Background: an optimization exercise with open tools, aiming at small area and a short achievable clock period. Do not read the settings as production practice.
Where RTL was checked, it was by simulation tests only, not by an equivalence proof against the original.

==> fjord <==
==> flow/design.v <==
module circus_crc3 (
    input  wire [7:0] b0,
    input  wire [7:0] b1,
    input  wire [7:0] b2,
    output reg  [7:0] crc
);
    localparam [7:0] CRC_POLY = 8'h07;
    localparam [7:0] CRC_SEED = 8'hFF;
    reg [7:0] x;
    integer   k;
    integer   n;
    always @* begin
        x = CRC_SEED;
        for (n = 0; n < 3; n = n + 1) begin
            case (n)
                0:       x = x ^ b0;
                1:       x = x ^ b1;
                default: x = x ^ b2;
            endcase
            for (k = 0; k < 8; k = k + 1) begin
                if (x[7]) x = {x[6:0], 1'b0} ^ CRC_POLY;
                else      x = {x[6:0], 1'b0};
            end
        end
        crc = x;
    end
endmodule
module circus_core (
    input  wire        clk,
    input  wire        rst,           
    input  wire        tick,          
    input  wire        rx_valid,      
    input  wire [7:0]  rx_data,
    input  wire [1:0]  rx_err,
    input  wire        tx_ready,      
    input  wire        h_valid,       
    input  wire [39:0] h_cmd,
    output reg         tx_valid,      
    output reg  [7:0]  tx_data,
    output reg         act_valid,     
    output wire [7:0]  act_addr,
    output reg         alarm_valid,   
    output reg  [2:0]  alarm_id,
    output reg         milli_strobe,  
    output reg         h_rvalid,      
    output reg         h_ok,
    output reg  [15:0] h_rdata
);
    reg [127:0] rf;         
    reg [63:0]  at;         
    reg [3:0]   stf;
    reg [15:0]  tic;
    reg [15:0]  milli;
    reg [7:0]   micro;
    reg [2:0]   dow;
    reg [2:0]   dead;       
    reg [31:0]  frame;      
    reg [2:0]   rxidx;      
    reg [2:0]   txidx;      
    reg [1:0]   rxerr;
    reg         tx_en;
    assign act_addr = frame[23:16];
    wire        cm        = tick & (&micro);           
    wire        ct        = cm & (&milli[9:0]);        
    wire        mid       = ct & (&tic);               
    wire [7:0]  micro_a   = micro + {7'd0, tick};
    wire [15:0] milli_inc = milli + 16'd1;
    wire [15:0] tic_inc   = tic + 16'd1;
    wire [15:0] milli_a   = cm ? milli_inc : milli;
    wire [15:0] tic_a     = ct ? tic_inc : tic;
    wire [2:0]  dow_inc   = (dow == 3'd7) ? 3'd1 : dow + 3'd1;
    wire [2:0]  dow_a     = mid ? dow_inc : dow;
    wire [3:0]  stf_a     = mid ? rf[3:0] : stf;
    wire        dnz       = (dead != 3'd0);
    wire        dnz_a     = dnz & ~(tick & (dead == 3'd1));
    wire [2:0]  dead_t    = (tick & dnz) ? dead - 3'd1 : dead;
    wire [2:0]  pos     = dnz_a ? rxidx : 3'd0;
    wire        rxw     = rx_valid & ~pos[2];
    wire [2:0]  rxidx_a = rx_valid ? pos + 3'd1 : rxidx;
    wire [1:0]  rxerr_a = (rx_valid & (rxerr == 2'd0)) ? rx_err : rxerr;
    wire [2:0]  dead_n  = rx_valid ? 3'd4 : dead_t;
    reg  [31:0] frame_a;
    integer b;
    always @* begin
        frame_a = frame;
        for (b = 0; b < 4; b = b + 1)
            if (rxw && pos[1:0] == b[1:0])
                frame_a[8*b +: 8] = rx_data;
    end
    wire        go      = tx_ready & tx_en;
    wire [7:0]  tx_byte = frame_a[8*txidx[1:0] +: 8];
    wire [2:0]  tx_inc  = txidx + 3'd1;
    wire [2:0]  txidx_a = go ? tx_inc : txidx;
    wire        tx_en_a = go ? ~(txidx[1] & txidx[0]) : tx_en;
    wire        full  = rxidx[2];
    wire        p_ok  = full & ~rx_valid;                  
    wire        p_ovr = full & rx_valid & dnz_a;           
    wire        proc  = p_ok | p_ovr;
    wire [7:0]  crc_in;
    circus_crc3 u_crc_in (
        .b0(frame[7:0]), .b1(frame[15:8]), .b2(frame[23:16]), .crc(crc_in)
    );
    wire        crc_ok = (crc_in == frame[31:24]);
    wire        err    = (rxerr != 2'd0);
    wire [3:0]  nib    = frame[19:16];
    wire [3:0]  tgt    = frame[23:20];
    wire        wbit   = frame[19];
    wire [2:0]  idx    = frame[18:16];
    wire        valid  = ~err & crc_ok;
    wire        own    = (tgt == 4'd3);
    wire        hit    = valid & (own | (tgt == 4'd0));
    wire [15:0] old    = rf[16*idx +: 16];
    wire [7:0]  e2 = {4'd3, 4'd3 ^ nib};
    wire [7:0]  c2 = {4'd3, 4'd2 ^ nib};
    wire [7:0]  v2 = {4'd3, 4'd1 ^ nib};
    wire [7:0]  crc_e, crc_c, crc_o;
    circus_crc3 u_crc_e (.b0({6'd0, rxerr}), .b1(8'd0), .b2(e2), .crc(crc_e));
    circus_crc3 u_crc_c (.b0(crc_in), .b1(frame[31:24]), .b2(c2), .crc(crc_c));
    circus_crc3 u_crc_o (.b0(old[7:0]), .b1(old[15:8]), .b2(frame[23:16]), .crc(crc_o));
    reg  [31:0] f_ok;
    always @* begin
        if (err)
            f_ok = {crc_e, e2, 8'd0, 6'd0, rxerr};
        else if (!crc_ok)
            f_ok = {crc_c, c2, frame[31:24], crc_in};
        else if (own)
            f_ok = {crc_o, frame[23:16], old};
        else
            f_ok = frame;
    end
    wire [7:0]  crc_v0, crc_v1;
    circus_crc3 u_crc_v0 (.b0(8'd5), .b1({5'd0, txidx}),  .b2(v2), .crc(crc_v0));
    circus_crc3 u_crc_v1 (.b0(8'd5), .b1({5'd0, tx_inc}), .b2(v2), .crc(crc_v1));
    wire [31:0] f_ovr = go ? {crc_v1, v2, 5'd0, tx_inc, 8'd5}
                           : {crc_v0, v2, 5'd0, txidx,  8'd5};
    wire [31:0] frame_n = p_ok ? f_ok : p_ovr ? f_ovr : frame_a;
    wire [2:0]  rxidx_n = proc ? 3'd0 : rxidx_a;
    wire [2:0]  txidx_n = proc ? 3'd0 : txidx_a;
    wire        tx_en_n = proc | tx_en_a;
    wire [1:0]  rxerr_n = proc ? 2'd0 : rxerr_a;
    wire        act     = p_ok & hit;
    wire        pw   = p_ok & hit & wbit;                  
    wire        pclr = p_ok & valid & own & (idx == 3'd0);  
    reg  [3:0] ge0, ge1;
    integer i;
    always @* begin
        for (i = 0; i < 4; i = i + 1) begin
            ge0[i] = (tic     >= at[16*i +: 16]);
            ge1[i] = (tic_inc >= at[16*i +: 16]);
        end
    end
    wire        sched_en = |(stf & ge0);
    wire [3:0]  due      = stf_a & (ct ? ge1 : ge0);
    wire [3:0]  r0p      = (pw & (idx == 3'd0)) ? frame[3:0] : rf[3:0];
    reg  [3:0]  clr;
    reg  [2:0]  anum;
    reg         aemit;
    always @* begin
        clr   = 4'd0;
        anum  = 3'd0;
        aemit = 1'b0;
        if (sched_en) begin
            if (due[0]) begin
                clr[0] = 1'b1; anum = 3'd1; aemit = r0p[0];
            end else if (due[1]) begin
                clr[1] = 1'b1; anum = 3'd2; aemit = r0p[1];
            end else if (due[2]) begin
                clr[2] = 1'b1; anum = 3'd3; aemit = r0p[2];
            end else if (due[3]) begin
                clr[3] = 1'b1; anum = 3'd4; aemit = r0p[3];
            end
        end
    end
    wire [3:0]  stf_n = stf_a & ~clr;
    wire [3:0]  op   = h_cmd[39:36];
    wire [3:0]  ha   = h_cmd[35:32];
    wire [15:0] w1   = h_cmd[31:16];
    wire [15:0] w0   = h_cmd[15:0];
    wire [2:0]  r    = ha[2:0];
    wire        aok  = (ha == 4'd1) | (ha == 4'd2) | (ha == 4'd3) | (ha == 4'd4);
    wire [1:0]  aidx = ha[1:0] - 2'd1;
    reg  [15:0] hold;
    always @* begin
        hold = ((pw & (idx == r)) ? frame[15:0] : rf[16*r +: 16]);
        if (pclr & (r == 3'd0))
            hold[5] = 1'b0;
    end
    reg  [15:0] h_data;
    reg         h_okv;
    always @* begin
        h_okv  = 1'b0;
        h_data = 16'h0000;
        case (op)
            4'h0: h_okv = 1'b1;
            4'h1: begin h_okv = 1'b1; h_data = tic_a; end
            4'h2: begin h_okv = 1'b1; h_data = milli_a; end
            4'h3: begin h_okv = 1'b1; h_data = {8'h00, micro_a}; end
            4'h4: begin h_okv = 1'b1; h_data = {13'd0, dow_a}; end
            4'h5: begin h_okv = 1'b1; h_data = hold; end
            4'h6: h_okv = 1'b1;
            4'h7: begin h_okv = 1'b1; h_data = hold; end
            4'h8: if (aok) begin h_okv = 1'b1; h_data = at[16*aidx +: 16]; end
            4'h9: h_okv = aok;
            4'hA: h_okv = 1'b1;
            default: ;
        endcase
    end
    wire        hw      = h_valid & (op[3:1] == 3'b011);    
    wire [15:0] hw_data = w0 | (hold & w1 & {16{op[0]}});
    wire        aw      = h_valid & (op == 4'h9) & aok;
    wire        settime = h_valid & (op == 4'hA);
    integer k;
    always @(posedge clk) begin
        if (rst) begin
            rf           <= 128'd0;
            at           <= 64'd0;
            stf          <= 4'd0;
            tic          <= 16'd0;
            milli        <= 16'd0;
            micro        <= 8'd0;
            dow          <= 3'd1;
            rxidx        <= 3'd0;
            txidx        <= 3'd0;
            rxerr        <= 2'd0;
            tx_en        <= 1'b0;
            tx_valid     <= 1'b0;
            act_valid    <= 1'b0;
            alarm_valid  <= 1'b0;
            milli_strobe <= 1'b0;
            h_rvalid     <= 1'b0;
        end else begin
            for (k = 0; k < 8; k = k + 1) begin
                if (hw && r == k[2:0])
                    rf[16*k +: 16] <= hw_data;
                else if (pw && idx == k[2:0])
                    rf[16*k +: 16] <= frame[15:0];
            end
            if (pclr && !(hw && r == 3'd0))
                rf[5] <= 1'b0;
            if (aw)
                at[16*aidx +: 16] <= w0;
            stf          <= stf_n;
            tic          <= settime ? w0 : tic_a;
            milli        <= settime ? w1 : milli_a;
            micro        <= micro_a;
            dow          <= dow_a;
            rxidx        <= rxidx_n;
            txidx        <= txidx_n;
            rxerr        <= rxerr_n;
            tx_en        <= tx_en_n;
            tx_valid     <= go;
            act_valid    <= act;
            alarm_valid  <= aemit;
            milli_strobe <= cm;
            h_rvalid     <= h_valid;
        end
        dead    <= dead_n;
        frame   <= frame_n;
        tx_data <= tx_byte;
        alarm_id <= anum;
        h_ok    <= h_okv;
        h_rdata <= h_data;
    end
endmodule
==> flow/run.sh <==
#!/bin/bash
# synth_recipe.tcl (not shown) runs the flow's synth.tcl, then flattens the netlist and writes it again
# the make line also repeats each setting of config.mk as NAME=value (left out here)
make -C /OpenROAD-flow-scripts/flow DESIGN_CONFIG=/design/flow/config.mk WORK_HOME=/design/flow/orfs CLKGATE_MAP_FILE= SYNTH_SCRIPT=/design/flow/synth_recipe.tcl finish
==> flow/config.mk <==
export PLATFORM = sky130hd
export DESIGN_NAME = circus_core
export DESIGN_NICKNAME = circus_core
export VERILOG_FILES = /design/flow/design.v
export SDC_FILE = /design/flow/constraint.sdc
export NUM_CORES = 4
export LEC_CHECK = 0
export CAP_MARGIN = 20
export CORE_MARGIN = 2
export CORE_UTILIZATION = 40
export SLEW_MARGIN = 20
==> flow/constraint.sdc <==
create_clock -name core_clock -period 11.0 [get_ports {clk}]
set_input_delay 2.2000 -clock core_clock [delete_from_list [all_inputs] [get_ports {clk}]]
set_output_delay 2.2000 -clock core_clock [all_outputs]
set_load 0.01 [all_outputs]
==> sierra: changes against fjord <==
--- a/flow/design.v
+++ b/flow/design.v
@@ -59,13 +59,30 @@
     reg [2:0]   txidx;      
     reg [1:0]   rxerr;
     reg         tx_en;
+    function [15:0] rd8(input [127:0] v, input [2:0] a);
+        integer n;
+        begin
+            rd8 = 16'd0;
+            for (n = 0; n < 8; n = n + 1)
+                rd8 = rd8 | (v[16*n +: 16] & {16{a == n[2:0]}});
+        end
+    endfunction
     assign act_addr = frame[23:16];
     wire        cm        = tick & (&micro);           
     wire        ct        = cm & (&milli[9:0]);        
     wire        mid       = ct & (&tic);               
     wire [7:0]  micro_a   = micro + {7'd0, tick};
     wire [15:0] milli_inc = milli + 16'd1;
-    wire [15:0] tic_inc   = tic + 16'd1;
+    reg  [15:0] tpre;    
+    integer     pw_, pk_;
+    always @* begin
+        tpre = {tic[14:0], 1'b1};
+        for (pw_ = 1; pw_ < 16; pw_ = pw_ * 2)
+            for (pk_ = 15; pk_ >= 0; pk_ = pk_ - 1)
+                if (pk_ >= pw_)
+                    tpre[pk_] = tpre[pk_] & tpre[pk_ - pw_];
+    end
+    wire [15:0] tic_inc   = tic ^ tpre;
     wire [15:0] milli_a   = cm ? milli_inc : milli;
     wire [15:0] tic_a     = ct ? tic_inc : tic;
     wire [2:0]  dow_inc   = (dow == 3'd7) ? 3'd1 : dow + 3'd1;
@@ -87,6 +104,17 @@
             if (rxw && pos[1:0] == b[1:0])
                 frame_a[8*b +: 8] = rx_data;
     end
+    function [7:0] crc_step(input [7:0] c, input [7:0] d);
+        reg [7:0] x;
+        integer n;
+        begin
+            x = c ^ d;
+            for (n = 0; n < 8; n = n + 1)
+                x = x[7] ? ({x[6:0], 1'b0} ^ 8'h07) : {x[6:0], 1'b0};
+            crc_step = x;
+        end
+    endfunction
+    wire [7:0]  crun_n = crc_step((pos[1:0] == 2'd0) ? 8'hFF : crun, rx_data);
     wire        go      = tx_ready & tx_en;
     wire [7:0]  tx_byte = frame_a[8*txidx[1:0] +: 8];
     wire [2:0]  tx_inc  = txidx + 3'd1;
@@ -96,11 +124,10 @@
     wire        p_ok  = full & ~rx_valid;                  
     wire        p_ovr = full & rx_valid & dnz_a;           
     wire        proc  = p_ok | p_ovr;
-    wire [7:0]  crc_in;
-    circus_crc3 u_crc_in (
-        .b0(frame[7:0]), .b1(frame[15:8]), .b2(frame[23:16]), .crc(crc_in)
-    );
-    wire        crc_ok = (crc_in == frame[31:24]);
+    reg  [7:0]  crun;
+    reg         crc_okq;
+    wire [7:0]  crc_in = crun;
+    wire        crc_ok = crc_okq;
     wire        err    = (rxerr != 2'd0);
     wire [3:0]  nib    = frame[19:16];
     wire [3:0]  tgt    = frame[23:20];
@@ -109,25 +136,24 @@
     wire        valid  = ~err & crc_ok;
     wire        own    = (tgt == 4'd3);
     wire        hit    = valid & (own | (tgt == 4'd0));
-    wire [15:0] old    = rf[16*idx +: 16];
+    wire [15:0] old    = rd8(rf, idx);
     wire [7:0]  e2 = {4'd3, 4'd3 ^ nib};
     wire [7:0]  c2 = {4'd3, 4'd2 ^ nib};
     wire [7:0]  v2 = {4'd3, 4'd1 ^ nib};
-    wire [7:0]  crc_e, crc_c, crc_o;
-    circus_crc3 u_crc_e (.b0({6'd0, rxerr}), .b1(8'd0), .b2(e2), .crc(crc_e));
-    circus_crc3 u_crc_c (.b0(crc_in), .b1(frame[31:24]), .b2(c2), .crc(crc_c));
-    circus_crc3 u_crc_o (.b0(old[7:0]), .b1(old[15:8]), .b2(frame[23:16]), .crc(crc_o));
-    reg  [31:0] f_ok;
+    reg  [23:0] s;
     always @* begin
         if (err)
-            f_ok = {crc_e, e2, 8'd0, 6'd0, rxerr};
+            s = {e2, 8'd0, 6'd0, rxerr};
         else if (!crc_ok)
-            f_ok = {crc_c, c2, frame[31:24], crc_in};
+            s = {c2, frame[31:24], crc_in};
         else if (own)
-            f_ok = {crc_o, frame[23:16], old};
+            s = {frame[23:16], old};
         else
-            f_ok = frame;
-    end
+            s = frame[23:0];
+    end
+    wire [7:0]  crc_s;
+    circus_crc3 u_crc_s (.b0(s[7:0]), .b1(s[15:8]), .b2(s[23:16]), .crc(crc_s));
+    wire [31:0] f_ok = {crc_s, s};
     wire [7:0]  crc_v0, crc_v1;
     circus_crc3 u_crc_v0 (.b0(8'd5), .b1({5'd0, txidx}),  .b2(v2), .crc(crc_v0));
     circus_crc3 u_crc_v1 (.b0(8'd5), .b1({5'd0, tx_inc}), .b2(v2), .crc(crc_v1));
@@ -141,47 +167,71 @@
     wire        act     = p_ok & hit;
     wire        pw   = p_ok & hit & wbit;                  
     wire        pclr = p_ok & valid & own & (idx == 3'd0);  
+    function [1:0] cmp16(input [15:0] x, input [15:0] y);  
+        reg [15:0] g, e;
+        reg [7:0]  g1, e1;
+        reg [3:0]  g2, e2;
+        reg [1:0]  g3, e3;
+        integer n;
+        begin
+            g = x & ~y;
+            e = ~(x ^ y);
+            for (n = 0; n < 8; n = n + 1) begin
+                g1[n] = g[2*n+1] | (e[2*n+1] & g[2*n]);
+                e1[n] = e[2*n+1] & e[2*n];
+            end
+            for (n = 0; n < 4; n = n + 1) begin
+                g2[n] = g1[2*n+1] | (e1[2*n+1] & g1[2*n]);
+                e2[n] = e1[2*n+1] & e1[2*n];
+            end
+            for (n = 0; n < 2; n = n + 1) begin
+                g3[n] = g2[2*n+1] | (e2[2*n+1] & g2[2*n]);
+                e3[n] = e2[2*n+1] & e2[2*n];
+            end
+            cmp16 = {g3[1] | (e3[1] & g3[0]), e3[1] & e3[0]};
+        end
+    endfunction
     reg  [3:0] ge0, ge1;
+    reg  [1:0] c;
+    wire       tmax = &tic;
     integer i;
     always @* begin
         for (i = 0; i < 4; i = i + 1) begin
-            ge0[i] = (tic     >= at[16*i +: 16]);
-            ge1[i] = (tic_inc >= at[16*i +: 16]);
-        end
-    end
-    wire        sched_en = |(stf & ge0);
-    wire [3:0]  due      = stf_a & (ct ? ge1 : ge0);
-    wire [3:0]  r0p      = (pw & (idx == 3'd0)) ? frame[3:0] : rf[3:0];
-    reg  [3:0]  clr;
-    reg  [2:0]  anum;
-    reg         aemit;
-    always @* begin
-        clr   = 4'd0;
-        anum  = 3'd0;
-        aemit = 1'b0;
-        if (sched_en) begin
-            if (due[0]) begin
-                clr[0] = 1'b1; anum = 3'd1; aemit = r0p[0];
-            end else if (due[1]) begin
-                clr[1] = 1'b1; anum = 3'd2; aemit = r0p[1];
-            end else if (due[2]) begin
-                clr[2] = 1'b1; anum = 3'd3; aemit = r0p[2];
-            end else if (due[3]) begin
-                clr[3] = 1'b1; anum = 3'd4; aemit = r0p[3];
-            end
-        end
-    end
-    wire [3:0]  stf_n = stf_a & ~clr;
+            c      = cmp16(tic_inc, at[16*i +: 16]);
+            ge0[i] = tmax | c[1];
+            ge1[i] = c[1] | c[0];
+        end
+    end
+    wire        ctq      = (&micro) & (&milli[9:0]);   
+    wire [3:0]  dueN     = stf & ge0;
+    wire [3:0]  stfT     = tmax ? rf[3:0] : stf;       
+    wire [3:0]  dueT     = stfT & ge1;
+    wire        sched_en = |dueN;
+    wire [3:0]  ohN      = dueN & ~{dueN[2:0], 1'b0} & ~{dueN[1:0], 2'b0} & ~{dueN[0], 3'b0};
+    wire [3:0]  ohT      = dueT & ~{dueT[2:0], 1'b0} & ~{dueT[1:0], 2'b0} & ~{dueT[0], 3'b0};
+    wire [3:0]  r0s      = (full & hit & wbit & (idx == 3'd0)) ? frame[3:0] : rf[3:0];
+    wire        eNR      = |(ohN & rf[3:0]);
+    wire        eNS      = |(ohN & r0s);
+    wire        eTR      = |(ohT & rf[3:0]);
+    wire        eTS      = |(ohT & r0s);
+    wire [2:0]  numN     = {ohN[3], ohN[2] | ohN[1], ohN[2] | ohN[0]};
+    wire [2:0]  numT     = {ohT[3], ohT[2] | ohT[1], ohT[2] | ohT[0]};
+    wire [3:0]  stfNn    = stf  & ~(ohN & {4{sched_en}});
+    wire [3:0]  stfTn    = stfT & ~(ohT & {4{sched_en}});
+    wire        adv      = tick & ctq;
+    wire [2:0]  anum     = adv ? numT : numN;
+    wire        aemit    = sched_en & (adv ? (rx_valid ? eTR : eTS) : (rx_valid ? eNR : eNS));
+    wire [3:0]  stf_n    = adv ? stfTn : stfNn;
     wire [3:0]  op   = h_cmd[39:36];
     wire [3:0]  ha   = h_cmd[35:32];
     wire [15:0] w1   = h_cmd[31:16];
     wire [15:0] w0   = h_cmd[15:0];
     wire [2:0]  r    = ha[2:0];
     wire        aok  = (ha == 4'd1) | (ha == 4'd2) | (ha == 4'd3) | (ha == 4'd4);
-    wire [1:0]  aidx = ha[1:0] - 2'd1;
+    wire [1:0]  aidx = {ha[1] ~^ ha[0], ~ha[0]};    
     reg  [15:0] hold;
     always @* begin
-        hold = ((pw & (idx == r)) ? frame[15:0] : rf[16*r +: 16]);
+        hold = ((pw & (idx == r)) ? frame[15:0] : rd8(rf, r));
         if (pclr & (r == 3'd0))
             hold[5] = 1'b0;
     end
@@ -255,6 +305,10 @@
             h_rvalid     <= h_valid;
         end
         dead    <= dead_n;
+        if (rxw && pos[1:0] != 2'd3)
+            crun <= crun_n;
+        if (rxw && pos[1:0] == 2'd3)
+            crc_okq <= (crun == rx_data);
         frame   <= frame_n;
         tx_data <= tx_byte;
         alarm_id <= anum;
==> flow/flow/run.sh (new file) <==
#!/bin/bash
# The standard layout (standard.sh: standard synthesis, floorplan,
# placement, CTS, routing), with ORFS's timing repair asked to leave 7 ns of
# setup slack at the 11 ns clock, so that it sizes and buffers the design for
# a shorter achieved period. The make output goes to standard.log here; each
# ORFS step keeps its own log under orfs/logs/.
set -euo pipefail
export SETUP_SLACK_MARGIN=7
bash standard.sh > standard.log 2>&1
==> flow/standard.sh (new file) <==
#!/bin/bash
# synth_recipe.tcl (not shown) runs the flow's synth.tcl, then flattens the netlist and writes it again
# the make line also repeats each setting of config.mk as NAME=value (left out here)
make -C /OpenROAD-flow-scripts/flow DESIGN_CONFIG=/design/flow/config.mk WORK_HOME=/design/flow/orfs CLKGATE_MAP_FILE= SYNTH_SCRIPT=/design/flow/synth_recipe.tcl "${@:-finish}"
removed: flow/run.sh
==> impl_metrics.env <==
export IMPL_initial_core_util_pct=40.5
export IMPL_r2r_end="alarm_valid"
export IMPL_outcome="no timing/DRC/antenna violations"
export IMPL_routed_wl_um=84400
export IMPL_ff_latch_area_um2=6650
export IMPL_wl_met2_um=38400
export IMPL_dp_hpwl_um=53200
export IMPL_crit_family="compound AO/OA/AOI/OAI gates"
export IMPL_grt_pass1_vias=19600
export IMPL_hold_path_end="at[5]"
That was sierra.
==> impl_metrics.env <==
export IMPL_r2r_end="rf[87]"
export IMPL_initial_core_util_pct=40.5
export IMPL_r2r_slack_ns=5.49
export IMPL_vdd_ir_drop_max_v=0.000686
export IMPL_clk_pin_slew_ns=0.06
export IMPL_synthTopCellsByArea="dfxtp_1, mux4_2, ha_1, mux2i_1, xnor2_1"
export IMPL_grt_pass1_vias=18900
export IMPL_dp_hpwl_um=55200
export IMPL_hold_path_end="at[10]"
export IMPL_required_ns=11.46
export IMPL_outcome="no timing/DRC/antenna violations"
export IMPL_crit_family="simple AND/OR/NAND/NOR gates"
export IMPL_arrival_ns=6.07
export IMPL_wl_met2_um=35400
That was fjord.
Function not checked in fjord: the RTL went through the layout flow alone.

what the ideal ports hide:
The results above use ideal ports. As a check the final layouts listed here were re-extracted and re-timed, cells and wires unchanged.
Step 1 (the two cells are an assumption about what drives the block):
set clk [get_ports {clk}]
set_driving_cell -lib_cell sky130_fd_sc_hd__clkbuf_16 $clk
set_driving_cell -lib_cell sky130_fd_sc_hd__buf_2 [delete_from_list [all_inputs] $clk]
Step 2, shift: input delay + t, output delay - t, t = (earliest + latest rising clock arrival at the registers) / 2. This alone moves slack from input paths to output paths.
Slacks: no drivers / after step 1 / after step 2; pairs: no drivers / after step 1.
run	t (ns)	setup WS [ns]	slew at the worst register clock pin (ns)
fjord	0.622	5.385 / 5.408 / 4.786	0.07 / 0.07
sierra	0.635	6.809 / 6.809 / 6.216	0.07 / 0.07
After both steps setup and hold are still met in every run listed. For fjord, which loses most, drivers alone change the setup slack by +0.023 ns; drivers and shift together by -0.599 ns.
